Source: an optimization exercise on an open RTL-to-GDS flow (aim: small area). Production flows keep margins and buffers that such runs may drop. RTL that was checked went through simulation tests only; none was proved equivalent to the original. Only the layout flow was run in runs 1, 3 and 4; the RTL was not checked for function there. The flow treats the clock pin as an ideal source, which a real chip does not have. Power is estimated from default activity; no workload was simulated.

<file path="flow/config.mk">
export PLATFORM = sky130hd
export DESIGN_NAME = me221_fe
export DESIGN_NICKNAME = me221_fe
export VERILOG_FILES = /design/flow/design.v
export SDC_FILE = /design/flow/constraint.sdc
export NUM_CORES = 4
export LEC_CHECK = 0
export ABC_AREA = 1
export CAP_MARGIN = 20
export CORE_MARGIN = 2
export CORE_UTILIZATION = 55
export GPL_TIMING_DRIVEN = 0
export SLEW_MARGIN = 20
</file>
<file path="flow/constraint.sdc">
create_clock -name core_clock -period 8.0 [get_ports {clk}]
set_input_delay 1.6000 -clock core_clock [delete_from_list [all_inputs] [get_ports {clk}]]
set_output_delay 1.6000 -clock core_clock [all_outputs]
set_load 0.01 [all_outputs]
</file>
<file path="flow/design.v">
module me221_ckstep (
    input  wire [7:0] a,
    input  wire [7:0] b,
    input  wire [7:0] x,
    output wire [7:0] a_next,
    output wire [7:0] b_next
);
    wire [7:0] cs = a ^ b ^ x;
    wire [7:0] cc = (a & b) | (a & x) | (b & x);
    me221_add255 u_a (.p(a),  .q(x),              .r(a_next));
    me221_add255 u_b (.p(cs), .q({cc[6:0], cc[7]}), .r(b_next));
endmodule
module me221_add255 (
    input  wire [7:0] p,
    input  wire [7:0] q,
    output wire [7:0] r
);
    wire [7:0] t = p ^ q;
    wire [7:0] g = p & q;
    wire glo = g[3] | (t[3] & g[2]) | (t[3] & t[2] & g[1]) | (t[3] & t[2] & t[1] & g[0]);
    wire plo = &t[3:0];
    wire ghi = g[7] | (t[7] & g[6]) | (t[7] & t[6] & g[5]) | (t[7] & t[6] & t[5] & g[4]);
    wire phi = &t[7:4];
    wire cc  = ghi | (phi & (glo | plo));
    wire [8:0] c;
    assign c[0] = cc;
    assign c[1] = g[0] | (t[0] & c[0]);
    assign c[2] = g[1] | (t[1] & c[1]);
    assign c[3] = g[2] | (t[2] & c[2]);
    assign c[4] = glo | (plo & cc);
    assign c[5] = g[4] | (t[4] & c[4]);
    assign c[6] = g[5] | (t[5] & c[5]);
    assign c[7] = g[6] | (t[6] & c[6]);
    assign c[8] = 1'b0;
    assign r = t ^ c[7:0];
endmodule
module me221_cke (
    input  wire        clk,
    input  wire        ld,       
    input  wire [15:0] d,
    output reg  [15:0] ba        
);
    always @(posedge clk)
        if (ld) ba <= d;
endmodule
module me221_rx (
    input  wire        clk,
    input  wire        clr,         
    input  wire        push,        
    input  wire [7:0]  xm,
    input  wire [15:0] sm,          
    output reg  [3:0]  phase,
    output reg  [15:0] len,
    output reg  [7:0]  typ,
    output reg  [7:0]  cls,
    output reg  [7:0]  cmd,
    output reg  [15:0] r,
    output reg  [15:0] ba,
    output wire [7:0]  status_lo   
);
    reg ovr;
    wire ph2  = (phase == 4'd2);
    wire ph3  = (phase == 4'd3);
    wire ph4  = (phase == 4'd4);
    wire ph5  = (phase == 4'd5);
    wire ph6  = (phase == 4'd6);
    wire ph7  = (phase == 4'd7);
    wire ph8  = (phase == 4'd8);
    wire ph9  = (phase == 4'd9);
    wire done = (phase == 4'd10);
    wire magerr = (phase == 4'd11);
    wire [16:0] ic;
    wire [15:0] pinc = r ^ ic[15:0];
    assign ic[0] = 1'b1;
    genvar i;
    generate
        for (i = 0; i < 16; i = i + 1) begin : g_inc
            assign ic[i+1] = ic[i] & r[i];
        end
    endgenerate
    wire last = (pinc == len);
    wire len0 = ~|len;
    reg [3:0] pn;
    always @(*) begin
        case (phase)
            4'd0: pn = (xm == 8'h4D) ? 4'd1 : 4'd11;
            4'd1: pn = (xm == 8'h45) ? 4'd2 : 4'd11;
            4'd6: pn = len0 ? 4'd8 : 4'd7;
            4'd7: pn = last ? 4'd8 : 4'd7;
            default: pn = phase + 4'd1;
        endcase
    end
    wire stop = phase[3] & (phase[1] | phase[2]);    
    wire fold = (phase[3:2] == 2'b01);               
    wire rinc = ph7 & !clr;
    always @(posedge clk) begin
        if (clr || (push && !stop))        phase     <= clr ? 4'd0 : pn;
        if (clr || (push && ph2))          len[7:0]  <= xm;
        if (clr || (push && ph3))          len[15:8] <= xm;
        if (clr || (push && ph4))          typ       <= xm;
        if (clr || (push && ph5))          cls       <= xm;
        if (clr || (push && ph6))          cmd       <= xm;
        if (clr || (push && (ph7 || ph8))) r[7:0]    <= rinc ? pinc[7:0]  : xm;
        if (clr || (push && (ph7 || ph9))) r[15:8]   <= rinc ? pinc[15:8] : xm;
        if (clr || (push && fold))         ba        <= sm;
        if (clr || (push && stop))         ovr       <= !clr;
    end
    wire typerr = (typ != 8'h00) && (typ != 8'h0F);
    wire clserr = (cls[7:4] != 4'h0) || (cls[3] && (cls[2:0] != 3'd0));
    wire cmd_in = ph7 | ph8 | ph9 | done;
    wire known  = ((cls == 8'h00) && (cmd == 8'h01 || cmd == 8'h02 || cmd == 8'h03)) ||
                  ((cls == 8'h04) && (cmd == 8'h00 || cmd == 8'h01));
    wire cmdunk = cmd_in && !known;
    wire ckerr  = done && (r != ba);
    wire err    = magerr | typerr | clserr | ckerr;
    assign status_lo = {err, ovr, ckerr, cmdunk, clserr, typerr, magerr, done};
endmodule
module me221_tx (
    input  wire        clk,
    input  wire        clr,         
    input  wire        set,         
    input  wire [3:0]  set_sel,
    input  wire        go,          
    input  wire        step,        
    input  wire [7:0]  xm,
    input  wire [15:0] sm,
    output reg  [3:0]  phase,
    output reg  [15:0] len,
    output reg  [7:0]  typ,
    output reg  [7:0]  cls,
    output reg  [7:0]  cmd,
    output reg  [15:0] ba,
    output reg  [15:0] pcnt,
    output wire        busy,
    output wire        codeok
);
    wire [16:0] ic;
    wire [15:0] pinc = pcnt ^ ic[15:0];
    assign ic[0] = 1'b1;
    genvar i;
    generate
        for (i = 0; i < 16; i = i + 1) begin : g_inc
            assign ic[i+1] = ic[i] & pcnt[i];
        end
    endgenerate
    wire last = (pinc == len);
    wire len0 = ~|len;
    assign busy   = ~phase[3] | (~phase[2] & ~phase[1]);
    assign codeok = ((typ == 8'h00) || (typ == 8'h0F)) &&
                    (cls[7:4] == 4'h0) && (!cls[3] || (cls[2:0] == 3'd0));
    wire fold = (phase[3:2] == 2'b01);    
    wire ph7  = (phase == 4'd7);
    reg [3:0] pn;
    always @(*) begin
        case (phase)
            4'd6: pn = len0 ? 4'd8 : 4'd7;
            4'd7: pn = last ? 4'd8 : 4'd7;
            default: pn = phase + 4'd1;
        endcase
    end
    wire zero = clr | go;
    always @(posedge clk) begin
        if (zero || step)                    phase     <= clr ? 4'd12 : go ? 4'd0 : pn;
        if (clr || (set && set_sel == 4'd1)) len[7:0]  <= xm;
        if (clr || (set && set_sel == 4'd9)) len[15:8] <= xm;
        if (clr || (set && set_sel == 4'd2)) typ       <= xm;
        if (clr || (set && set_sel == 4'd3)) cls       <= xm;
        if (clr || (set && set_sel == 4'd4)) cmd       <= xm;
        if (zero || (step && fold))          ba        <= sm;
        if (zero || (step && ph7))           pcnt      <= zero ? 16'h0 : pinc;
    end
endmodule
module me221_fe (
    input  wire        clk,
    input  wire        rst,          
    input  wire        cmd_valid,
    input  wire [15:0] cmd,
    output reg         resp_valid,
    output reg  [17:0] resp          
);
    localparam [3:0] OP_NOP = 4'h0, OP_CK_CLR = 4'h1, OP_CK_UPD = 4'h2,
                     OP_CK_RD = 4'h3, OP_RX_RST = 4'h4, OP_RX_PUSH = 4'h5,
                     OP_RX_RD = 4'h6, OP_TX_SET = 4'h7, OP_TX_GO = 4'h8,
                     OP_TX_STEP = 4'h9, OP_TX_RD = 4'hA, OP_TX_RST = 4'hB;
    localparam [4:0] S_ZERO = 5'd0,  S_CKE = 5'd1,
                     S_RXST = 5'd2,  S_RXPUSH = 5'd3, S_RXLEN = 5'd4,
                     S_RXTYP = 5'd5, S_RXCLS = 5'd6,  S_RXCMD = 5'd7,
                     S_RXR = 5'd8,   S_RXBA = 5'd9,   S_RXRLO = 5'd10,
                     S_TXST = 5'd11, S_TXLEN = 5'd12, S_TXTYP = 5'd13,
                     S_TXCLS = 5'd14, S_TXCMD = 5'd15, S_TXBA = 5'd16,
                     S_TXPCNT = 5'd17, S_TXSTEP = 5'd18,
                     S_ILLEGAL = 5'd30, S_REFUSED = 5'd31;
    wire [3:0] op   = cmd[15:12];
    wire [3:0] sel  = cmd[11:8];
    wire [7:0] data = cmd[7:0];
    wire sel_zero  = (sel == 4'h0);
    wire data_zero = (data == 8'h00);
    reg legal;
    always @(*) begin
        case (op)
            OP_NOP, OP_CK_CLR, OP_CK_RD, OP_RX_RST, OP_TX_GO, OP_TX_RST:
                legal = sel_zero && data_zero;
            OP_CK_UPD, OP_RX_PUSH, OP_TX_STEP:
                legal = sel_zero;
            OP_RX_RD:  legal = !sel[3] && data_zero;
            OP_TX_RD:  legal = !sel[3] && (sel[2:0] != 3'd7) && data_zero;
            OP_TX_SET: legal = (sel == 4'd1) || (sel == 4'd2) || (sel == 4'd3) ||
                               (sel == 4'd4) || (sel == 4'd9);
            default:   legal = 1'b0;
        endcase
    end
    wire do_cmd = cmd_valid && legal && !rst;
    wire [15:0] ck_ba;
    wire [3:0]  rx_phase;
    wire [15:0] rx_len, rx_r, rx_ba;
    wire [7:0]  rx_typ, rx_cls, rx_cmd, rx_st;
    wire [3:0]  tx_phase;
    wire [15:0] tx_len, tx_pcnt, tx_ba;
    wire [7:0]  tx_typ, tx_cls, tx_cmd;
    wire        tx_busy, tx_codeok;
    wire refused = (op == OP_TX_SET  && tx_busy) ||
                   (op == OP_TX_GO   && (tx_busy || !tx_codeok)) ||
                   (op == OP_TX_STEP && !tx_busy);
    wire ok = do_cmd && !refused;
    wire f_ck = !rst && op == OP_CK_UPD;
    wire f_rx = !rst && op == OP_RX_PUSH;
    wire f_tx = !rst && op == OP_TX_STEP;
    wire [7:0] tx_fold_byte = (tx_phase[1:0] == 2'd0) ? tx_typ :
                              (tx_phase[1:0] == 2'd1) ? tx_cls :
                              (tx_phase[1:0] == 2'd2) ? tx_cmd : data;
    wire [15:0] st_ba = ({16{f_tx}} & tx_ba) | ({16{f_rx}} & rx_ba) |
                        ({16{f_ck}} & ck_ba);
    wire [7:0]  st_x  = ({8{f_tx}} & tx_fold_byte) | ({8{f_rx | f_ck}} & data);
    wire [7:0] sa, sb;
    me221_ckstep u_step (.a(st_ba[7:0]), .b(st_ba[15:8]), .x(st_x),
                         .a_next(sa), .b_next(sb));
    wire [15:0] sm = {sb, sa};
    wire [7:0]  xm   = rst ? 8'h00 : data;
    wire ck_clr = ok && op == OP_CK_CLR;
    wire ck_upd = ok && op == OP_CK_UPD;
    me221_cke u_cke (.clk(clk), .ld(rst || ck_clr || ck_upd), .d(sm), .ba(ck_ba));
    me221_rx u_rx (
        .clk(clk), .clr(rst || (ok && op == OP_RX_RST)),
        .push(ok && op == OP_RX_PUSH), .xm(xm), .sm(sm),
        .phase(rx_phase), .len(rx_len), .typ(rx_typ), .cls(rx_cls),
        .cmd(rx_cmd), .r(rx_r), .ba(rx_ba),
        .status_lo(rx_st)
    );
    me221_tx u_tx (
        .clk(clk), .clr(rst || (ok && op == OP_TX_RST)),
        .set(ok && op == OP_TX_SET), .set_sel(sel),
        .go(ok && op == OP_TX_GO), .step(ok && op == OP_TX_STEP),
        .xm(xm), .sm(sm),
        .phase(tx_phase), .len(tx_len), .typ(tx_typ), .cls(tx_cls),
        .cmd(tx_cmd), .ba(tx_ba), .pcnt(tx_pcnt),
        .busy(tx_busy), .codeok(tx_codeok)
    );
    reg [4:0] src_n;
    always @(*) begin
        if (!legal)       src_n = S_ILLEGAL;
        else if (refused) src_n = S_REFUSED;
        else begin
            case (op)
                OP_CK_UPD, OP_CK_RD: src_n = S_CKE;
                OP_RX_PUSH:          src_n = S_RXPUSH;
                OP_RX_RD: begin
                    case (sel[2:0])
                        3'd0: src_n = S_RXST;
                        3'd1: src_n = S_RXLEN;
                        3'd2: src_n = S_RXTYP;
                        3'd3: src_n = S_RXCLS;
                        3'd4: src_n = S_RXCMD;
                        3'd5: src_n = (rx_phase[3] & rx_phase[1]) ? S_RXR :    
                                      (rx_phase == 4'd9) ? S_RXRLO : S_ZERO;
                        3'd6: src_n = S_RXBA;
                        default: src_n = rx_phase[3] ? S_RXLEN : S_RXR;       
                    endcase
                end
                OP_TX_STEP:          src_n = S_TXSTEP;
                OP_TX_RD:            src_n = {2'b00, sel[2:0]} + S_TXST;
                default:             src_n = S_ZERO;
            endcase
        end
    end
    reg [4:0] src;
    reg [3:0] q;
    reg [7:0] x;
    always @(posedge clk) begin
        resp_valid <= cmd_valid && !rst;
        src <= src_n;
        q   <= op[3] ? tx_phase : rx_phase;
        x   <= data;
    end
    wire c_ck    = (src == S_CKE);
    wire c_rxst  = (src == S_RXST);
    wire c_rxpsh = (src == S_RXPUSH);
    wire c_rxlen = (src == S_RXLEN);
    wire c_rxtyp = (src == S_RXTYP);
    wire c_rxcls = (src == S_RXCLS);
    wire c_rxcmd = (src == S_RXCMD);
    wire c_rxr   = (src == S_RXR);
    wire c_rxrlo = (src == S_RXRLO);
    wire c_rxba  = (src == S_RXBA);
    wire c_txst  = (src == S_TXST);
    wire c_txlen = (src == S_TXLEN);
    wire c_txtyp = (src == S_TXTYP);
    wire c_txcls = (src == S_TXCLS);
    wire c_txcmd = (src == S_TXCMD);
    wire c_txba  = (src == S_TXBA);
    wire c_txpc  = (src == S_TXPCNT);
    wire c_step  = (src == S_TXSTEP);
    wire t_m0  = c_step && q == 4'd0;
    wire t_m1  = c_step && q == 4'd1;
    wire t_llo = c_step && q == 4'd2;
    wire t_lhi = c_step && q == 4'd3;
    wire t_typ = c_step && q == 4'd4;
    wire t_cls = c_step && q == 4'd5;
    wire t_cmd = c_step && q == 4'd6;
    wire t_x   = c_step && q == 4'd7;
    wire t_a   = c_step && q == 4'd8;
    wire t_b   = c_step && q[3] && q[0];
    wire tx_done = (tx_phase == 4'd10);
    wire [7:0] m_const = {1'b0, t_m0 | t_m1, 1'b0, 1'b0, t_m0, t_m0 | t_m1, 1'b0, t_m0 | t_m1};
    wire [7:0] lo =
        ({8{c_ck}}              & ck_ba[7:0])  |
        ({8{c_rxst | c_rxpsh}}  & rx_st)       |
        ({8{c_rxlen}}           & rx_len[7:0]) |
        ({8{c_rxtyp}}           & rx_typ)      |
        ({8{c_rxcls}}           & rx_cls)      |
        ({8{c_rxcmd}}           & rx_cmd)      |
        ({8{c_rxr | c_rxrlo}}   & rx_r[7:0])   |
        ({8{c_rxba}}            & rx_ba[7:0])  |
        ({8{c_txst}}            & {5'd0, tx_codeok, tx_busy, tx_done}) |
        ({8{c_txlen | t_llo}}   & tx_len[7:0]) |
        ({8{c_txtyp | t_typ}}   & tx_typ)      |
        ({8{c_txcls | t_cls}}   & tx_cls)      |
        ({8{c_txcmd | t_cmd}}   & tx_cmd)      |
        ({8{c_txba | t_a}}      & tx_ba[7:0])  |
        ({8{c_txpc}}            & tx_pcnt[7:0])|
        ({8{t_lhi}}             & tx_len[15:8])|
        ({8{t_x}}               & x)           |
        ({8{t_b}}               & tx_ba[15:8]) |
        m_const;
    wire [7:0] hi =
        ({8{c_ck}}              & ck_ba[15:8])  |
        ({8{c_rxst | c_rxpsh}}  & {4'h0, rx_phase}) |
        ({8{c_rxpsh}}           & {q, 4'h0})    |
        ({8{c_rxlen}}           & rx_len[15:8]) |
        ({8{c_rxr}}             & rx_r[15:8])   |
        ({8{c_rxba}}            & rx_ba[15:8])  |
        ({8{c_txst}}            & {4'h0, tx_phase}) |
        ({8{c_txlen}}           & tx_len[15:8]) |
        ({8{c_txba}}            & tx_ba[15:8])  |
        ({8{c_txpc}}            & tx_pcnt[15:8])|
        ({8{c_step}}            & {4'h0, q});
    always @(*) resp = {src == S_REFUSED, src == S_ILLEGAL, hi, lo};
endmodule
</file>
<file path="flow/flow/run.sh">
#!/bin/bash
# Own layout flow: the standard ORFS flow (standard.sh), except for
#  - synthesis: the same script (synth_recipe.tcl), but ABC maps with the
#    area-oriented script flow/abc_area.script instead of ORFS's;
#  - clock tree: smaller clock buffers, no dummy loads;
#  - port buffers: buf_1 cells.
# Each tool's output goes to the ORFS logs under orfs/logs and to flow.log.
set -euo pipefail
here=$(pwd)
cat > my_synth.tcl <<EOF
proc abc {args} {
  set i [lsearch -exact \$args -script]
  if {\$i >= 0} { lset args [expr {\$i + 1}] $here/flow/abc_area.script }
  yosys abc {*}\$args
}
source $here/synth_recipe.tcl
EOF
CTS="-sink_clustering_enable -repair_clock_nets -dont_use_dummy_load -buf_list sky130_fd_sc_hd__clkbuf_8 -sink_clustering_size 24 -sink_clustering_max_diameter 100"
BUFP="-buffer_cell sky130_fd_sc_hd__buf_1"
sed -e "s#SYNTH_SCRIPT=[^ ]*#SYNTH_SCRIPT=$here/my_synth.tcl#" \
    -e "s#\"\${@:-finish}\"#CTS_ARGS=\"$CTS\" BUFFER_PORTS_ARGS=\"$BUFP\" \"\${@:-finish}\"#" \
    standard.sh > my_standard.sh
bash my_standard.sh > flow.log 2>&1
</file>
<file path="flow/flow/abc_area.script">
strash
ifraig
scorr
dc2
strash
&get -n
&dch -f
&nf -R 1000 -E 100 -p
&put
</file>
<file path="flow/standard.sh">
#!/bin/bash
# synth_recipe.tcl (not shown) runs the flow's synth.tcl, then flattens the netlist and writes it again
# the make line also repeats each setting of config.mk as NAME=value (left out here)
make -C /OpenROAD-flow-scripts/flow DESIGN_CONFIG=/design/flow/config.mk WORK_HOME=/design/flow/orfs CLKGATE_MAP_FILE= SYNTH_SCRIPT=/design/flow/synth_recipe.tcl "${@:-finish}"
</file>
==> results.toml, run 1 <==
[status]
outcome = "timing/DRC/antenna clean"

[critical_path]
cp_max_fo = 17
path_class = "in -> reg"
slowest_delay_ps = 630
cp_common_cell = "fa_1"
cp-start-kind = "input pin"
critPathSlowestCell = "nor2_2"
cp-end-kind = "flop"
worstPathCellList = "buf_1, nor2b_1, nand2_1, nor2_2, or2_0, a32o_1, fa_1, ha_1, a21o_1, a221oi_1, nand2_1, a21oi_1, nor2b_1, o21ai_0, nand2b_1, a21o_1, nand2b_1, nand2_1, fa_1, fa_1, clkinv_1, fa_1, xor2_1"
required_ps = 8230
arrival_ps = 7550

[cells_and_area]
syn_to_final_growth_pct = 7.89
nNetsFinal = 1073
num-fill-cells = 1560
design_area_mm2 = 0.0114
drive_above_1_share_pct = 4.93
instances_no_fill = 1209

[routing]
drc_errors = 0
ant_nets = 0
num_vias = 8808
firstDrtPassIters = 12
first_iter_violations = 1624
wl_mm = 37.5
wl_per_cell_um = 31.0
via_per_inst = 7.29

[placement]
dpl.hpwl_mm = 29.3
portBuffers = 37
place_area_mm2 = 0.0111
dp.cells = 1191
place_ws_ps = 335
place_congestion = 1.05

[clocking]
h-tree-depth = 4
cts_setup_buffers = 0
clock_latency_ps = 480
cts_tree = "yes"
cts_buffers = 17
cts_resized = 0
ctsHoldBuffers = 0
cts-root-buf = "clkbuf_8"
clockBufferDepth = 2
clkTransAtPathRegs_ps = 80
clock-sinks = 187

[global_routing]
grt_pass1_wl_mm = 54.4
antenna_found_initial = 0
grt-ovfl-total = 0
grtUsageTotal_pct = 37.7
grt_start_max_net_pins = 19
grt_pass1_vias = 8471

[floorplan]
ios = 38
start_util_pct = 56.1
core_area_mm2 = 0.0188
dieArea_mm2 = 0.0203
die_width_um = 142
std_cell_rows = 50
dieHeight_um = 142

[timing]
fin_crit_sh_pct = 91.5
slew_viol_final = 0
worst_pin_slew_ps = 1110
finalHoldViolations = 0
finalSetupViolations = 0
timing.hold.ws_ps = 704
period_needed_ps = 7320
setup_slack_ps = 680
rsz0062_at_grt = "false"
max_slew_margin_pct = 25.4
fin_worst_skew_ps = 32.8
fmax_mhz = 137

[power_and_ir_drop]
p_leak_nw = 4.05
power.total_mw = 1.97
max-vdd-ir-drop_v = 0.000111
power_density_mw_per_mm2 = 173

[worst_hold_path]
hp-class = "reg -> reg"

[yosys]
syn_nets = 1008
synth-seq-cells = 187
synth-seq-area-share_pct = 51.6
syn_inst = 911
synthArstFlopShare_pct = 0
ys_types = 51
syn_avg_cell_area_um2 = 11.6
synth.cell_area_mm2 = 0.0105
synth_edf_count = 169
yosys_warnings = 4
ys.flop_type = "edfxtp_1"

[flow_run]
cap_violations = 0
[critical path: cells and delay by family]
kind | cells | cell delay (ps)
AO/OA/AOI/OAI | 6 | 1390
buffers and inverters | 2 | 420
adder cells (fa/ha/maj) | 5 | 1670
XOR/XNOR | 1 | 380
AND/OR/NAND/NOR | 9 | 2080
[where the power goes]
part	total, mW	switching, mW	internal, mW
sequential	1.25	0.0996	1.15
combinational	0.227	0.149	0.0782
clock	0.489	0.301	0.188
[flip-flops by register name, indices dropped and copies added (netlist names), 16 cells and up]
| name | flops |
|---|---|
| u_cke.ba | 16 |
| u_rx.ba | 16 |
| u_rx.len | 16 |
| u_rx.r | 16 |
| u_tx.ba | 16 |
| u_tx.len | 16 |
| u_tx.pcnt | 16 |
[area by class of cell]
type                            instances  area [um2]  share of cell area, %
Inverter                               56         210                   1.85
Multi-Input combinational cell        668        4970                   43.8
Clock buffer                           17         234                   2.06
Timing Repair Buffer                   46         210                   1.85
Antenna cell                            1        2.50                 0.0220
Tap cell                              234         293                   2.58
Sequential cell                       187        5440                   47.8
[synth_stat cells (4+ instances only)]
library cell	number	area (um2)
nor3_1	17	85.1
or4_1	4	30.0
and4b_1	5	50.1
xnor2_1	32	280
a22o_1	8	70.1
a211oi_1	4	30.0
nor2_1	38	143
ha_1	58	726
nor2b_1	15	93.8
nand2b_1	17	106
o21ai_0	39	195
a21oi_1	31	155
a22oi_1	14	105
a31oi_1	6	37.5
nor4_1	18	113
clkinv_1	56	210
nand2_1	116	435
a222oi_1	48	480
fa_1	20	400
nand4_1	16	100
mux2i_1	9	90.1
and3_1	12	75.1
nand3_1	25	125
dfxtp_1	18	360
a41oi_1	4	35.0
o31ai_1	5	37.5
a32o_1	9	90.1
a221oi_1	19	166
a31o_1	4	35.0
and2_0	18	113
xor2_1	22	193
edfxtp_1	169	5070
[worst paths after layout]
check | from | end | slack, ps | cells after the start
min | u_tx.pcnt[0]$_SDFFCE_PP0P_ | u_tx.pcnt[0]$_SDFFCE_PP0P_ | 700 | 1
min reg2reg | u_tx.pcnt[0]$_SDFFCE_PP0P_ | u_tx.pcnt[0]$_SDFFCE_PP0P_ | 700 | 1
max reg2reg | u_tx.phase[0]$_SDFFCE_PP0P_ | u_rx.ba[15]$_DFFE_PP_ | 2040 | 22
max | cmd[12] | u_rx.ba[15]$_DFFE_PP_ | 680 | 23
[metrics by stage]
step	TNS (ps)	util [%]
after floorplan	0	-
after global placement	-4580	58.4
after detailed placement	0	59.2
after CTS	0	60.4
after global routing	0	60.5
final	0	60.5
[cells in the final DEF (no fill, tap or decap), drive strengths merged, types with 4 or more instances in the layout]
| cell | instances |
|---|---|
| nand4 | 16 |
| and3 | 12 |
| a31oi | 6 |
| o31ai | 5 |
| clkinv | 56 |
| nand2 | 116 |
| edfxtp | 169 |
| xnor2 | 32 |
| a21oi | 31 |
| nand3 | 25 |
| clkbuf | 17 |
| a221oi | 19 |
| nor2b | 15 |
| nor2 | 38 |
| a211oi | 4 |
| or4 | 4 |
| ha | 58 |
| buf | 46 |
| xor2 | 22 |
| a41oi | 4 |
| nor3 | 17 |
| nor4 | 18 |
| a31o | 4 |
| o21ai | 39 |
| a222oi | 48 |
| and4b | 5 |
| and2 | 18 |
| dfxtp | 18 |
| a22o | 8 |
| mux2i | 9 |
| a22oi | 14 |
| nand2b | 17 |
| fa | 20 |
| a32o | 9 |
[per-layer routing]
layer,vias to the layer above,GRT usage (%),wire length [um]
met3,122,8.14,4750
met1,4269,51.3,14200
li1,3703,-,-
met2,714,58.3,16500
met5,-,0,0
met4,0,17.6,1990
[cells by family (layout without fill, tap and decap cells)]
kind of cell,Yosys count,count (layout),synth area share (%)
buffers and inverters,56,119,2.00
DFF,187,187,51.6
AOI/OAI and AO/OA,214,214,15.5
xor gates and xnor gates,54,54,4.49
muxes,11,11,1.07
and+or+nand+nor,311,311,14.7
other,0,1,0
adders and majority gates,78,78,10.7
==> run 2, diff against run 1 <==
--- a/flow/design.v
+++ b/flow/design.v
@@ -7,6 +7,4 @@
 );
-    wire [7:0] cs = a ^ b ^ x;
-    wire [7:0] cc = (a & b) | (a & x) | (b & x);
-    me221_add255 u_a (.p(a),  .q(x),              .r(a_next));
-    me221_add255 u_b (.p(cs), .q({cc[6:0], cc[7]}), .r(b_next));
+    me221_add255 u_a (.p(a), .q(x),      .r(a_next));
+    me221_add255 u_b (.p(b), .q(a_next), .r(b_next));
 endmodule
--- a/flow/config.mk
+++ b/flow/config.mk
@@ -10,4 +10,3 @@
 export CORE_MARGIN = 2
-export CORE_UTILIZATION = 55
-export GPL_TIMING_DRIVEN = 0
+export CORE_UTILIZATION = 40
 export SLEW_MARGIN = 20
==> run 2 against run 1 <==
  * Setup slack worse by 330 ps
  * Area after synthesis decreased by 1.2%
  * Maximum frequency down 4.3%
  * Synthesized cell count fell by 2.0%
  * Still clean
  * Cell count grew 13%
  * Hold slack improved by 7.1 ps
  * First-iteration DRC count is 10% lower
  * Critical path depth increased by 11
  * Wire length up 0.74%
  * Critical path type unchanged
==> results.toml, run 2 <==
[status]
outcome = "timing/DRC/antenna clean"

[yosys]
synth-seq-area-share_pct = 52.2
synthArstFlopShare_pct = 0
synth_top_area_cell = "edfxtp_1"
synth.cell_area_mm2 = 0.0104
syn_avg_cell_area_um2 = 11.6
synth-seq-cells = 187
yosys_warnings = 4
yosysMostFrequentCell = "edfxtp_1"
ys_types = 57
syn_nets = 982
synth_area_leaders = "edfxtp_1 (49%), ha_1 (7.0%), a222oi_1 (4.4%), dfxtp_1 (3.5%), nand2_1 (3.2%)"
syn_inst = 893
synthTopCellsByCount = "edfxtp_1 (169), nand2_1 (88), ha_1 (58)"
synth_edf_count = 169
ys.flop_type = "edfxtp_1"
synth_top_area_share_pct = 48.8

[cells_and_area]
layout_common_cells = "edfxtp_1 (169), nand2_1 (84), buf_4 (81)"
final_common_cell = "edfxtp_1"
drive_above_1_share_pct = 12.9
fin_util_pct = 46.4
instances_no_fill = 1363
design_area_mm2 = 0.0119
nNetsFinal = 1119
num-fill-cells = 2372
syn_to_final_growth_pct = 14.8
seqCellArea_mm2 = 0.00544
n_antenna_cell = 0
multiInputGateArea_mm2 = 0.00490

[routing]
wl_per_cell_um = 27.7
num_vias = 8713
ant_nets = 0
wl_mm = 37.8
firstDrtPassIters = 9
via_per_inst = 6.39
drc_errors = 0
first_iter_violations = 1457

[worst_hold_path]
min_to = "u_tx.pcnt[0]$_SDFFCE_PP0P_"
worstHoldStart = "u_tx.pcnt[0]$_SDFFCE_PP0P_"
hp-class = "reg -> reg"
whs_path_depth = 1

[clocking]
clkTransAtPathRegs_ps = 80
cts_tree = "yes"
clockBufferDepth = 2
cts-root-buf = "clkbuf_8"
cts_buffers = 17
clock_latency_ps = 470
h-tree-depth = 4
clock-sinks = 187
ctsHoldBuffers = 0

[critical_path]
r2r_start = "u_tx.phase[0]$_SDFFCE_PP0P_"
rrSetupSlack_ps = 900
arrival_ps = 7990
slowest_delay_ps = 540
reg2reg_depth = 33
r2r_end = "u_rx.ba[10]$_DFFE_PP_"
critPathSlowestCell = "fa_1"
cp-end-kind = "flop"
worst-path-buf-inv = 5
path_class = "in -> reg"
required_ps = 8330
cp_max_fo = 6
critPathTopFamily = "adder cells"
cp-start-kind = "input pin"

[placement]
dpl.hpwl_mm = 29.5
place_area_mm2 = 0.0116
dp.cells = 1344
place_ws_ps = -521
place_congestion = 1.02
portBuffers = 37

[power_and_ir_drop]
max-vdd-ir-drop_v = 0.0000785
power.total_mw = 2.00
p_leak_nw = 4.38
power_density_mw_per_mm2 = 167

[timing]
fmax_mhz = 131
max_slew_margin_pct = 27.6
setup_slack_ps = 349
timing.hold.ws_ps = 711
fin_worst_skew_ps = 34.9
finalHoldViolations = 0
fin_crit_sh_pct = 95.6
slew_viol_final = 0
fin_tns_setup_ps = 0
worst_pin_slew_ps = 1080
period_needed_ps = 7650
finalSetupViolations = 0

[floorplan]
start_util_pct = 40.4
die_width_um = 165
ios = 38
std_cell_rows = 59
dieHeight_um = 165
dieArea_mm2 = 0.0273
core_area_mm2 = 0.0258

[global_routing]
grt_pass1_vias = 8317
grt_start_max_net_pins = 22
antenna_found_initial = 0
grtUsageTotal_pct = 28.3
grt_pass1_wl_mm = 54.7
grt-ovfl-total = 0

[flow_run]
cap_violations = 0
[run 2: cell count changes in the layout (fill, tap and decap cells not counted), moves of 5 or more]
cell      before  now
buf_4          3   81
nand2_1      116   84
nor2_2         6    1
nor2_1        32   27
a22oi_1       14   21
clkinv_1      56   51
fa_2           0    6
fa_1          20    6
xor2_1        22   30
xnor2_1       32   22
and2_0        18   11
nor2b_1       10   31
and4b_1        5    0
a21o_1         2    8
[run 2: timing repair]
| item | in CTS | in global routing |
|---|---|---|
| setup buffers | 0 | 2 |
| pin swaps | 0 | 12 |
| resized for setup | 1 | 20 |
| endpoints found under the setup margin | 6 | 18 |
| hold endpoints to repair | 0 | 0 |
[run 2: where the power goes]
group          internal (mW)  total (mW)  switching [mW]
Combinational         0.0978       0.251           0.153
Sequential              1.15        1.25           0.103
Clock                  0.188       0.492           0.304
[run 2: layout make-up]
class,count,area share (%)
tap,335,3.51
sequential,187,45.5
clock buffer,17,1.96
multi-input combinational,651,41.0
inverter,55,1.74
timing repair buffer,118,6.27
[run 2: worst register-to-register path, delay by kind of cell (launching register included)]
| family | cells | cell delay (ps) |
|---|---|---|
| adder cells (fa/ha/maj) | 9 | 3550 |
| flip-flops | 1 | 440 |
| AND/OR/NAND/NOR | 7 | 600 |
| AO/OA/AOI/OAI | 12 | 1810 |
| multiplexers | 1 | 240 |
| buffers and inverters | 4 | 350 |
[run 2: kinds of logic after synthesis]
| logic type | synth area share [%] |
|---|---|
| fa+ha+maj | 9.29 |
| compound gates | 16.6 |
| xor+xnor | 4.46 |
| simple gates | 14.3 |
| mux | 1.08 |
| flops | 52.2 |
| buf+inv | 1.98 |
[run 2: worst max path at each step]
stage	startpoint	endpoint	slack (ps)	depth (start not counted)
after floorplan	cmd[14]	u_cke.ba[15]$_DFFE_PP_	20	35
after global placement	cmd[14]	u_tx.ba[15]$_DFFE_PP_	-350	36
after detailed placement	cmd[14]	u_cke.ba[15]$_DFFE_PP_	-520	36
after CTS	cmd[15]	u_rx.ba[15]$_DFFE_PP_	30	36
after global routing	cmd[12]	u_rx.ba[15]$_DFFE_PP_	-90	36
final	cmd[14]	u_rx.ba[10]$_DFFE_PP_	350	34
[run 2: metal layers]
layer,track usage (%),vias up,wire [um]
li1,-,3815,-
met1,37.5,4193,14900
met2,43.2,583,16500
met3,7.07,122,4170
met4,14.7,0,2180
met5,0,-,0
==> run 3, diff against run 2 <==
--- a/flow/design.v
+++ b/flow/design.v
@@ -7,4 +7,6 @@
 );
-    me221_add255 u_a (.p(a), .q(x),      .r(a_next));
-    me221_add255 u_b (.p(b), .q(a_next), .r(b_next));
+    wire [7:0] cs = a ^ b ^ x;
+    wire [7:0] cc = (a & b) | (a & x) | (b & x);
+    me221_add255 u_a (.p(a),  .q(x),              .r(a_next));
+    me221_add255 u_b (.p(cs), .q({cc[6:0], cc[7]}), .r(b_next));
 endmodule
@@ -49,3 +51,3 @@
     input  wire [15:0] sm,          
-    output reg  [3:0]  phase,
+    output wire [3:0]  phase,
     output reg  [15:0] len,
@@ -58,3 +60,5 @@
 );
-    reg ovr;
+    reg [3:0] st;
+    wire ovr = st[3] & st[2];
+    assign phase = {st[3], st[2] & ~st[3], st[1] | ovr, st[0]};
     wire ph2  = (phase == 4'd2);
@@ -90,7 +94,16 @@
     end
-    wire stop = phase[3] & (phase[1] | phase[2]);    
+    wire stop = phase[3] & phase[1];                 
     wire fold = (phase[3:2] == 2'b01);               
-    wire rinc = ph7 & !clr;
+    wire r_inc  = push && ph7 && !clr;
+    wire r_xlo  = clr || (push && ph8);
+    wire r_xhi  = clr || (push && ph9);
+    wire r_hlo  = !(r_inc || r_xlo);
+    wire r_hhi  = !(r_inc || r_xhi);
+    always @(posedge clk) begin
+        r[7:0]  <= ({8{r_hlo}} & r[7:0])  | ({8{r_inc}} & pinc[7:0])  | ({8{r_xlo}} & xm);
+        r[15:8] <= ({8{r_hhi}} & r[15:8]) | ({8{r_inc}} & pinc[15:8]) | ({8{r_xhi}} & xm);
+    end
     always @(posedge clk) begin
-        if (clr || (push && !stop))        phase     <= clr ? 4'd0 : pn;
+        if (clr || push)                   st        <= clr ? 4'd0 :
+                                                        stop ? {2'b11, 1'b0, st[0]} : pn;
         if (clr || (push && ph2))          len[7:0]  <= xm;
@@ -100,6 +113,3 @@
         if (clr || (push && ph6))          cmd       <= xm;
-        if (clr || (push && (ph7 || ph8))) r[7:0]    <= rinc ? pinc[7:0]  : xm;
-        if (clr || (push && (ph7 || ph9))) r[15:8]   <= rinc ? pinc[15:8] : xm;
         if (clr || (push && fold))         ba        <= sm;
-        if (clr || (push && stop))         ovr       <= !clr;
     end
@@ -159,2 +169,6 @@
     wire zero = clr | go;
+    wire p_inc  = step && ph7 && !zero;
+    wire p_hold = !(zero || (step && ph7));
+    always @(posedge clk)
+        pcnt <= ({16{p_hold}} & pcnt) | ({16{p_inc}} & pinc);
     always @(posedge clk) begin
@@ -167,3 +181,2 @@
         if (zero || (step && fold))          ba        <= sm;
-        if (zero || (step && ph7))           pcnt      <= zero ? 16'h0 : pinc;
     end
@@ -183,9 +196,10 @@
     localparam [4:0] S_ZERO = 5'd0,  S_CKE = 5'd1,
-                     S_RXST = 5'd2,  S_RXPUSH = 5'd3, S_RXLEN = 5'd4,
-                     S_RXTYP = 5'd5, S_RXCLS = 5'd6,  S_RXCMD = 5'd7,
-                     S_RXR = 5'd8,   S_RXBA = 5'd9,   S_RXRLO = 5'd10,
-                     S_TXST = 5'd11, S_TXLEN = 5'd12, S_TXTYP = 5'd13,
-                     S_TXCLS = 5'd14, S_TXCMD = 5'd15, S_TXBA = 5'd16,
-                     S_TXPCNT = 5'd17, S_TXSTEP = 5'd18,
-                     S_ILLEGAL = 5'd30, S_REFUSED = 5'd31;
+                     S_RXPUSH = 5'd2, S_TXSTEP = 5'd3, S_RXRLO = 5'd4,
+                     S_ILLEGAL = 5'd5, S_REFUSED = 5'd6, S_TXPAY = 5'd7,
+                     S_RXST = 5'd8,  S_RXLEN = 5'd9,  S_RXTYP = 5'd10,
+                     S_RXCLS = 5'd11, S_RXCMD = 5'd12, S_RXR = 5'd13,
+                     S_RXBA = 5'd14,
+                     S_TXST = 5'd16, S_TXLEN = 5'd17, S_TXTYP = 5'd18,
+                     S_TXCLS = 5'd19, S_TXCMD = 5'd20, S_TXBA = 5'd21,
+                     S_TXPCNT = 5'd22;
     wire [3:0] op   = cmd[15:12];
@@ -265,15 +279,10 @@
                     case (sel[2:0])
-                        3'd0: src_n = S_RXST;
-                        3'd1: src_n = S_RXLEN;
-                        3'd2: src_n = S_RXTYP;
-                        3'd3: src_n = S_RXCLS;
-                        3'd4: src_n = S_RXCMD;
                         3'd5: src_n = (rx_phase[3] & rx_phase[1]) ? S_RXR :    
                                       (rx_phase == 4'd9) ? S_RXRLO : S_ZERO;
-                        3'd6: src_n = S_RXBA;
-                        default: src_n = rx_phase[3] ? S_RXLEN : S_RXR;       
+                        3'd7: src_n = rx_phase[3] ? S_RXLEN : S_RXR;          
+                        default: src_n = {2'b01, sel[2:0]};
                     endcase
                 end
-                OP_TX_STEP:          src_n = S_TXSTEP;
-                OP_TX_RD:            src_n = {2'b00, sel[2:0]} + S_TXST;
+                OP_TX_STEP:          src_n = (tx_phase == 4'd7) ? S_TXPAY : S_TXSTEP;
+                OP_TX_RD:            src_n = {2'b10, sel[2:0]};
                 default:             src_n = S_ZERO;
@@ -283,4 +292,4 @@
     reg [4:0] src;
-    reg [3:0] q;
     reg [7:0] x;
+    wire [3:0] q = x[3:0];
     always @(posedge clk) begin
@@ -288,4 +297,4 @@
         src <= src_n;
-        q   <= op[3] ? tx_phase : rx_phase;
-        x   <= data;
+        x[7:4] <= data[7:4];
+        x[3:0] <= (src_n == S_TXPAY) ? data[3:0] : op[3] ? tx_phase : rx_phase;
     end
@@ -316,3 +325,3 @@
     wire t_cmd = c_step && q == 4'd6;
-    wire t_x   = c_step && q == 4'd7;
+    wire t_x   = (src == S_TXPAY);
     wire t_a   = c_step && q == 4'd8;
@@ -352,3 +361,4 @@
         ({8{c_txpc}}            & tx_pcnt[15:8])|
-        ({8{c_step}}            & {4'h0, q});
+        ({8{c_step}}            & {4'h0, q}) |
+        ({8{t_x}}               & 8'h07);
     always @(*) resp = {src == S_REFUSED, src == S_ILLEGAL, hi, lo};
--- a/flow/flow/run.sh
+++ b/flow/flow/run.sh
@@ -4,3 +4,4 @@
 #    area-oriented script flow/abc_area.script instead of ORFS's;
-#  - clock tree: smaller clock buffers, no dummy loads;
+#  - clock tree: the clock_tree_synthesis options in flow/cts.args
+#    (smaller buffers, no dummy loads);
 #  - port buffers: buf_1 cells.
@@ -17,3 +18,3 @@
 EOF
-CTS="-sink_clustering_enable -repair_clock_nets -dont_use_dummy_load -buf_list sky130_fd_sc_hd__clkbuf_8 -sink_clustering_size 24 -sink_clustering_max_diameter 100"
+CTS="$(tr '\n' ' ' < flow/cts.args)"
 BUFP="-buffer_cell sky130_fd_sc_hd__buf_1"
==> flow/flow/cts.args (new file) <==
-sink_clustering_enable -repair_clock_nets -dont_use_dummy_load -buf_list sky130_fd_sc_hd__clkbuf_16 -sink_clustering_size 50 -sink_clustering_max_diameter 250
--- a/flow/config.mk
+++ b/flow/config.mk
@@ -10,3 +10,4 @@
 export CORE_MARGIN = 2
-export CORE_UTILIZATION = 40
+export CORE_UTILIZATION = 55
+export GPL_TIMING_DRIVEN = 0
 export SLEW_MARGIN = 20
==> run 3 against run 2 <==
  * Sequential power down 4%
  * Clock-buffer cell count stayed put
  * Synthesized cell count is 2.2% higher
  * Utilization grew 16 points
  * Wire length increased by 4.7%
  * Clock power up 41%
  * Power rose by 6.5%
  * Area after synthesis is 1.9% lower
  * Setup slack improved by 230 ps
  * Global-route usage rose by 13 points
  * Maximum frequency grew 3.0%
  * Still clean on timing, DRC and antenna
  * Register-to-register slack gained 1300 ps
==> results.toml, run 3 <==
[status]
outcome = "timing/DRC/antenna clean"

[power_and_ir_drop]
power.total_mw = 2.13
power_density_mw_per_mm2 = 190
p_leak_nw = 4.11
max-vdd-ir-drop_v = 0.000151

[cells_and_area]
num-fill-cells = 1456
final_common_cell = "edfxtp_1"
syn_to_final_growth_pct = 9.58
layout_common_cells = "edfxtp_1 (136), nand2_1 (83), clkinv_1 (59)"
nNetsFinal = 1067
drive_above_1_share_pct = 3.90
fin_util_pct = 61.9

[timing]
finalSetupViolations = 0
fin_worst_skew_ps = 28.7
fin_crit_sh_pct = 92.8
fmax_mhz = 135
worst_pin_slew_ps = 1170
slew_viol_final = 0
period_needed_ps = 7430
rsz0062_at_grt = "false"
max_slew_margin_pct = 21.1
finalHoldViolations = 0

[critical_path]
critPathSlowestCell = "nor2b_1"
reg2reg_depth = 23
path_class = "in -> reg"
slowest_delay_ps = 530
worstPathCellList = "buf_1, nor2b_1, nand2_1, nor2_4, or2_0, a32o_1, fa_1, ha_1, a21oi_1, nor2_1, a211oi_1, o21ai_0, a21oi_1, nor2b_1, o21ai_0, nand2b_1, a21o_1, nand2b_1, nand2_1, fa_1, fa_1, clkinv_1, fa_1, xor2_1"
required_ps = 8170
r2r_end = "u_cke.ba[15]$_DFFE_PP_"
arrival_ps = 7600
rrSetupSlack_ps = 2150
cp_common_cell = "fa_1"
cp_max_fo = 17
r2r_start = "u_tx.phase[0]$_SDFFCE_PP0P_"
cp-end-kind = "flop"
cp-start-kind = "input pin"

[routing]
drc_errors = 0
ant_nets = 0
first_iter_violations = 1658
wl_per_cell_um = 32.8
firstDrtPassIters = 7
wl_mm = 39.5
via_per_inst = 7.59
num_vias = 9135

[placement]
portBuffers = 37
place_congestion = 1.07
dpl.hpwl_mm = 30.1

[clocking]
cts_setup_buffers = 0
clkTransAtPathRegs_ps = 60
cts_buffers = 17
clock_latency_ps = 450
clock-sinks = 182
cts_tree = "yes"

[yosys]
syn_nets = 1004
ys.flop_type = "edfxtp_1"
synth-seq-cells = 182
syn_avg_cell_area_um2 = 11.2
synth_top_area_share_pct = 40.0
syn_inst = 913
synth_edf_count = 136
ys_types = 54
synthTopCellsByCount = "edfxtp_1 (136), nand2_1 (83), nor2_1 (61)"
yosys_warnings = 4
yosysMostFrequentCell = "edfxtp_1"
synth_area_leaders = "edfxtp_1 (40%), dfxtp_1 (9.0%), ha_1 (6.4%), a222oi_1 (3.9%), fa_1 (3.9%)"
synth_top_area_cell = "edfxtp_1"
synth-seq-area-share_pct = 49.0
synthArstFlopShare_pct = 0
synth.cell_area_mm2 = 0.0102

[worst_hold_path]
whs_path_depth = 2
min_to = "u_tx.pcnt[15]$_DFF_P_"
hp-class = "reg -> reg"
worstHoldStart = "u_tx.pcnt[15]$_DFF_P_"

[floorplan]
core_area_mm2 = 0.0181
std_cell_rows = 49
ios = 38
dieArea_mm2 = 0.0197
dieHeight_um = 140
die_width_um = 140
start_util_pct = 56.5

[global_routing]
grt_pass1_vias = 8737
antenna_found_initial = 3
grt-ovfl-total = 0
grt_pass1_wl_mm = 57.9
grt_start_max_net_pins = 22
grtUsageTotal_pct = 40.9

[flow_run]
cap_violations = 0
[run 3: power breakdown]
part	switching, mW	internal [mW]
Sequential	0.104	1.09
Combinational	0.156	0.0791
Clock	0.323	0.369
[run 3: final cells by class]
cell class	count	area, um2	area share (%)
multi-input cells	672	5050	45.1
flip-flops and latches	182	5000	44.7
repair buffers	44	200	1.79
inverters	59	221	1.98
diodes	1	2.50	0.0224
clock buffers	17	425	3.80
well taps	229	287	2.56
[run 3: how the worst max path moves through the flow]
stage | endpoint | depth (start not counted) | from | slack (ps)
after floorplan | u_cke.ba[15]$_DFFE_PP_ | 23 | cmd[14] | 1240
after global placement | u_rx.ba[15]$_DFFE_PP_ | 24 | cmd[15] | -550
after detailed placement | u_cke.ba[15]$_DFFE_PP_ | 24 | cmd[15] | 40
after CTS | u_cke.ba[15]$_DFFE_PP_ | 24 | cmd[15] | 480
after global routing | u_cke.ba[15]$_DFFE_PP_ | 24 | cmd[15] | 170
final | u_cke.ba[15]$_DFFE_PP_ | 24 | cmd[15] | 570
[run 3: what timing repair did]
item | 4_1_cts | 5_1_grt
hold buffers | 0 | 0
gates resized for setup | 0 | 1
endpoints found under the setup margin | 0 | 6
[run 3: cell families after synthesis]
group	count (synthesis)	synth area share, %
AND/OR/NAND/NOR	291	14.0
AO/OA/AOI/OAI	247	19.0
flip-flops	182	49.0
adder cells (fa/ha/maj)	72	10.3
buffers and inverters	59	2.17
XOR/XNOR	50	4.29
multiplexers	12	1.19
[run 3: critical path, delay by kind of cell]
kind            cells  cell delay [ps]
compound gates      7             1510
xor+xnor            1              180
fa+ha+maj           5             1640
buf+inv             2              360
simple gates        9             2280
[run 3: through the flow]
step / setup slack (ps) / TNS (ps) / instance area, um2 / cells / hold WS, ps
6_report: 574 / 0 / 11200 / 1204 / 517
5_1_grt: 165 / 0 / 11200 / 1203 / 548
4_1_cts: 481 / 0 / 11200 / 1202 / 521
3_5_place_dp: 37.9 / 0 / 10700 / 1185 / 513
3_3_place_gp: -547 / -6780 / 10600 / 1179 / 501
2_1_floorplan: 1240 / 0 / 10200 / 913 / 461
[run 3: layer usage]
layer / routed length, um / GRT usage, % / vias up
met2: 16900 / 60.1 / 821
met4: 2820 / 23.0 / 0
met5: 0 / 0 / -
met3: 5660 / 11.9 / 205
met1: 14200 / 54.6 / 4366
li1: - / - / 3743
==> run 4, diff against run 3 <==
==> flow/flow/abc_area.script (replaced) <==
strash
ifraig
scorr
dc2
strash
&get -n
&deepsyn -T 60
&dch -f
&nf -R 1000 -E 100 -p
&put
==> flow/flow/cts.args (replaced) <==
-sink_clustering_enable -repair_clock_nets -dont_use_dummy_load -buf_list sky130_fd_sc_hd__clkbuf_8 -sink_clustering_size 24 -sink_clustering_max_diameter 100
==> run 4 against run 3 <==
  * Highest routed layer is now met5
  * Critical endpoint is now u_tx.ba[15]$_DFFE_PP_
  * Wire length down 7.1%
  * Hold slack improved by 11 ps
  * Register-to-register slack lost 200 ps
  * First-iteration DRC count fell by 1.8%
  * Largest power group unchanged
  * Sequential share of layout area increased by 1.3 points
  * Cell count is 1.1% lower
  * Non-clock buffer count is 2 higher
  * Clock skew rose by 3.9 ps
  * Utilization down 1.1 points
  * Power is 7.7% lower
  * Maximum frequency decreased by 3.4%
==> results.toml, run 4 <==
[yosys]
synth_top_area_share_pct = 40.7
synth_top_area_cell = "edfxtp_1"
synth_area_leaders = "edfxtp_1 (41%), dfxtp_1 (9.2%), ha_1 (6.5%), a222oi_1 (6.4%), fa_1 (4.0%)"
yosys_warnings = 4
yosysMostFrequentCell = "edfxtp_1"
syn_nets = 990
synthTopCellsByCount = "edfxtp_1 (136), nand2_1 (96), clkinv_1 (87)"
synth-seq-area-share_pct = 49.9
synth_edf_count = 136
synthArstFlopShare_pct = 0
ys.flop_type = "edfxtp_1"
syn_inst = 899
ys_types = 57
syn_avg_cell_area_um2 = 11.2
synth.cell_area_mm2 = 0.0100
synth-seq-cells = 182

[clocking]
ctsHoldBuffers = 0
clkTransAtPathRegs_ps = 80
cts_buffers = 17
cts_setup_buffers = 0
clock_latency_ps = 490
cts_tree = "yes"
clock-sinks = 182

[power_and_ir_drop]
intPower_mw = 1.38
p_sw_share_pct = 29.8
pwr-share-clk_pct = 24.6
power_density_mw_per_mm2 = 180
comb_power_share_pct = 13.2
max-vdd-ir-drop_v = 0.000107
p_leak_nw = 3.96
seqPwrFrac_pct = 62.2
p_switching_mw = 0.583

[global_routing]
grt_use_met3_pct = 10.2
met1_usage_pct = 53.0
grt_pass1_vias = 8479
use_met2_pct = 55.7
antenna_found_initial = 1
top_usage_layer = "met2"
grt_start_max_net_pins = 23
grt_pass1_wl_mm = 54.0
grtUsageTotal_pct = 38.1
grt-ovfl-total = 0

[routing]
num_vias = 8853
wl_per_cell_um = 30.8
first_iter_violations = 1628
via_per_inst = 7.43
drc_errors = 0
firstDrtPassIters = 12
ant_nets = 0
wl_mm = 36.7

[critical_path]
rrSetupSlack_ps = 1950
cp-start-kind = "input pin"
cp_max_fo = 14
crit_path_start = "cmd[12]"
reg2reg_depth = 22
required_ps = 8220
critPathSlowestCell = "nor4bb_4"
worstPathCellList = "buf_1, nor2b_2, nand2_1, nor3_4, nor4bb_4, a222oi_1, nand2_1, fa_1, ha_1, a21oi_1, nand2_1, a21o_1, a41o_1, a21oi_1, nor2b_1, o21ai_0, nand2b_1, a21o_1, o21ai_0, fa_1, fa_1, clkinv_1, fa_1, xor2_1"
r2r_start = "u_tx.phase[1]$_SDFFCE_PP0P_"
arrival_ps = 7910
r2r_end = "u_tx.ba[15]$_DFFE_PP_"
path_class = "in -> reg"
slowest_delay_ps = 600
cp-end-kind = "flop"
cp_common_cell = "fa_1"

[worst_hold_path]
whs_path_depth = 1
min_to = "u_tx.pcnt[1]$_DFF_P_"
hp-class = "reg -> reg"
worstHoldStart = "u_tx.pcnt[1]$_DFF_P_"

[floorplan]
die_width_um = 139
start_util_pct = 56.0
dieHeight_um = 139
dieArea_mm2 = 0.0193
core_area_mm2 = 0.0179
ios = 38
std_cell_rows = 49

[timing]
worst_pin_slew_ps = 1150
fin_crit_sh_pct = 96.1
finalHoldViolations = 0
finalSetupViolations = 0
timing.hold.ws_ps = 528
fin_worst_skew_ps = 32.6
slew_viol_final = 0
max_slew_margin_pct = 23.1
period_needed_ps = 7690
rsz0062_at_grt = "false"
fmax_mhz = 130

[placement]
place_congestion = 1.06
dpl.hpwl_mm = 28.9
portBuffers = 37
place_area_mm2 = 0.0106

[cells_and_area]
seqCellArea_mm2 = 0.00500
layout_common_cells = "edfxtp_1 (136), nand2_1 (96), clkinv_1 (87)"
syn_to_final_growth_pct = 8.46
nNetsFinal = 1055
design_area_mm2 = 0.0109
num-fill-cells = 1491
n_antenna_cell = 0
multiInputGateArea_mm2 = 0.00481
final_common_cell = "edfxtp_1"
drive_above_1_share_pct = 5.30

[flow_run]
cap_violations = 0

[status]
outcome = "timing/DRC/antenna clean"
run 4: cell types whose count changed in the layout (fill, tap and decap cells not counted), moves of 13 or more:
cell       previous run  this run
a221o_1              18         3
a222oi_1             40        64
clkbuf_16            17         0
clkbuf_8              0        17
clkinv_1             59        87
nand2_1              83        96
nand2b_1             24        11
nor2_1               54        33
nor2b_1              20         6
xnor2_1              25         4
run 4: cell type report:
class / instances / share of cell area [%]
Clock buffer: 17 / 2.15
Multi-Input combinational cell: 630 / 44.3
Tap cell: 229 / 2.63
Sequential cell: 182 / 46.0
Inverter: 87 / 3.00
Timing Repair Buffer: 46 / 1.92
run 4: cells by family (layout without fill, tap and decap cells):
logic type | count (synthesis) | count (layout) | share of synthesized area [%]
AOI/OAI and AO/OA | 256 | 256 | 20.2
xor gates and xnor gates | 25 | 25 | 2.18
adders and majority gates | 72 | 72 | 10.5
buffers and inverters | 87 | 150 | 3.26
DFF | 182 | 182 | 49.9
muxes | 2 | 2 | 0.212
and+or+nand+nor | 275 | 275 | 13.8
run 4: power by group through the flow:
stage | Clock, mW | Combinational (mW) | Sequential, mW
after floorplan | 0 | 0.163 | 1.17
after global placement | 0 | 0.236 | 1.23
after detailed placement | 0 | 0.249 | 1.23
after CTS | 0.483 | 0.251 | 1.21
after global routing | 0.516 | 0.281 | 1.22
final | 0.483 | 0.259 | 1.22
run 4: what timing repair did:
item                                    in CTS  in global routing
gates resized for setup                      2                  2
endpoints found under the setup margin      12                  9
cloned                                       0                  0
run 4: critical path: cells and delay by family:
kind	cells	cell delay (ps)
XOR/XNOR	1	390
AND/OR/NAND/NOR	8	2110
AO/OA/AOI/OAI	8	1540
buffers and inverters	2	560
adder cells (fa/ha/maj)	5	1690
run 4: how the worst max path moves through the flow:
stage	end	slack (ps)	cells after the start
6_report	u_tx.ba[15]$_DFFE_PP_	310	24
5_1_grt	u_tx.ba[15]$_DFFE_PP_	20	24
4_1_cts	u_tx.ba[15]$_DFFE_PP_	170	24
3_5_place_dp	u_cke.ba[15]$_DFFE_PP_	-850	24
3_3_place_gp	u_cke.ba[15]$_DFFE_PP_	-1800	24
2_1_floorplan	u_cke.ba[15]$_DFFE_PP_	440	23
run 4: stage by stage:
stage | setup slack, ps | utilization (%) | cells | power (mW) | TNS, ps
2_1_floorplan | 437 | - | 899 | 1.33 | 0
3_3_place_gp | -1800 | 58.4 | 1165 | 1.47 | -52500
3_5_place_dp | -852 | 59.2 | 1173 | 1.48 | -9740
4_1_cts | 170 | 60.6 | 1190 | 1.94 | 0
5_1_grt | 22.4 | 60.7 | 1191 | 2.02 | 0
6_report | 309 | 60.7 | 1191 | 1.96 | 0
run 4: routing by layer:
metal  wire length, um  part of all wire [%]
met5                13                 0.035
met4              2020                   5.5
met3              5080                    14
met2             15500                    42
met1             14100                    38

-- separate check: timing with driven ports --
Ports are ideal in the flow. The routed layouts listed here were re-timed in OpenROAD.
Step 1 (the two cells are an assumption about what drives the block):
set clk [get_ports {clk}]
set_driving_cell -lib_cell sky130_fd_sc_hd__clkbuf_16 $clk
set_driving_cell -lib_cell sky130_fd_sc_hd__buf_2 [delete_from_list [all_inputs] $clk]
Step 2 moves the port delays by t, midway between the first and last clock arrival at a register: inputs arrive t later, outputs are due t later. That takes back most of the time a late clock gives input paths.
Three values: ideal ports, drivers, drivers and shift; two values: the first two.
run	t, ns	setup slack, ns	worst hold slack (ns)	latest minus earliest clock arrival (ns)	slew at the worst register clock pin (ns)
run 1	0.512	0.680 / 0.686 / 0.174	0.704 / 0.704 / 0.704	0.036 / 0.036	0.10 / 0.10
run 2	0.502	0.349 / 0.374 / -0.128	0.711 / 0.711 / 0.711	0.035 / 0.035	0.10 / 0.10
run 3	0.486	0.574 / 0.603 / 0.117	0.517 / 0.517 / 0.517	0.029 / 0.028	0.08 / 0.08
run 4	0.516	0.309 / 0.329 / -0.187	0.528 / 0.528 / 0.528	0.033 / 0.032	0.11 / 0.11
With both steps, setup timing fails in run 2 and run 4, where it was met with ideal ports. For run 1, which loses most, drivers alone change the setup slack by +0.006 ns; drivers and shift together by -0.506 ns.
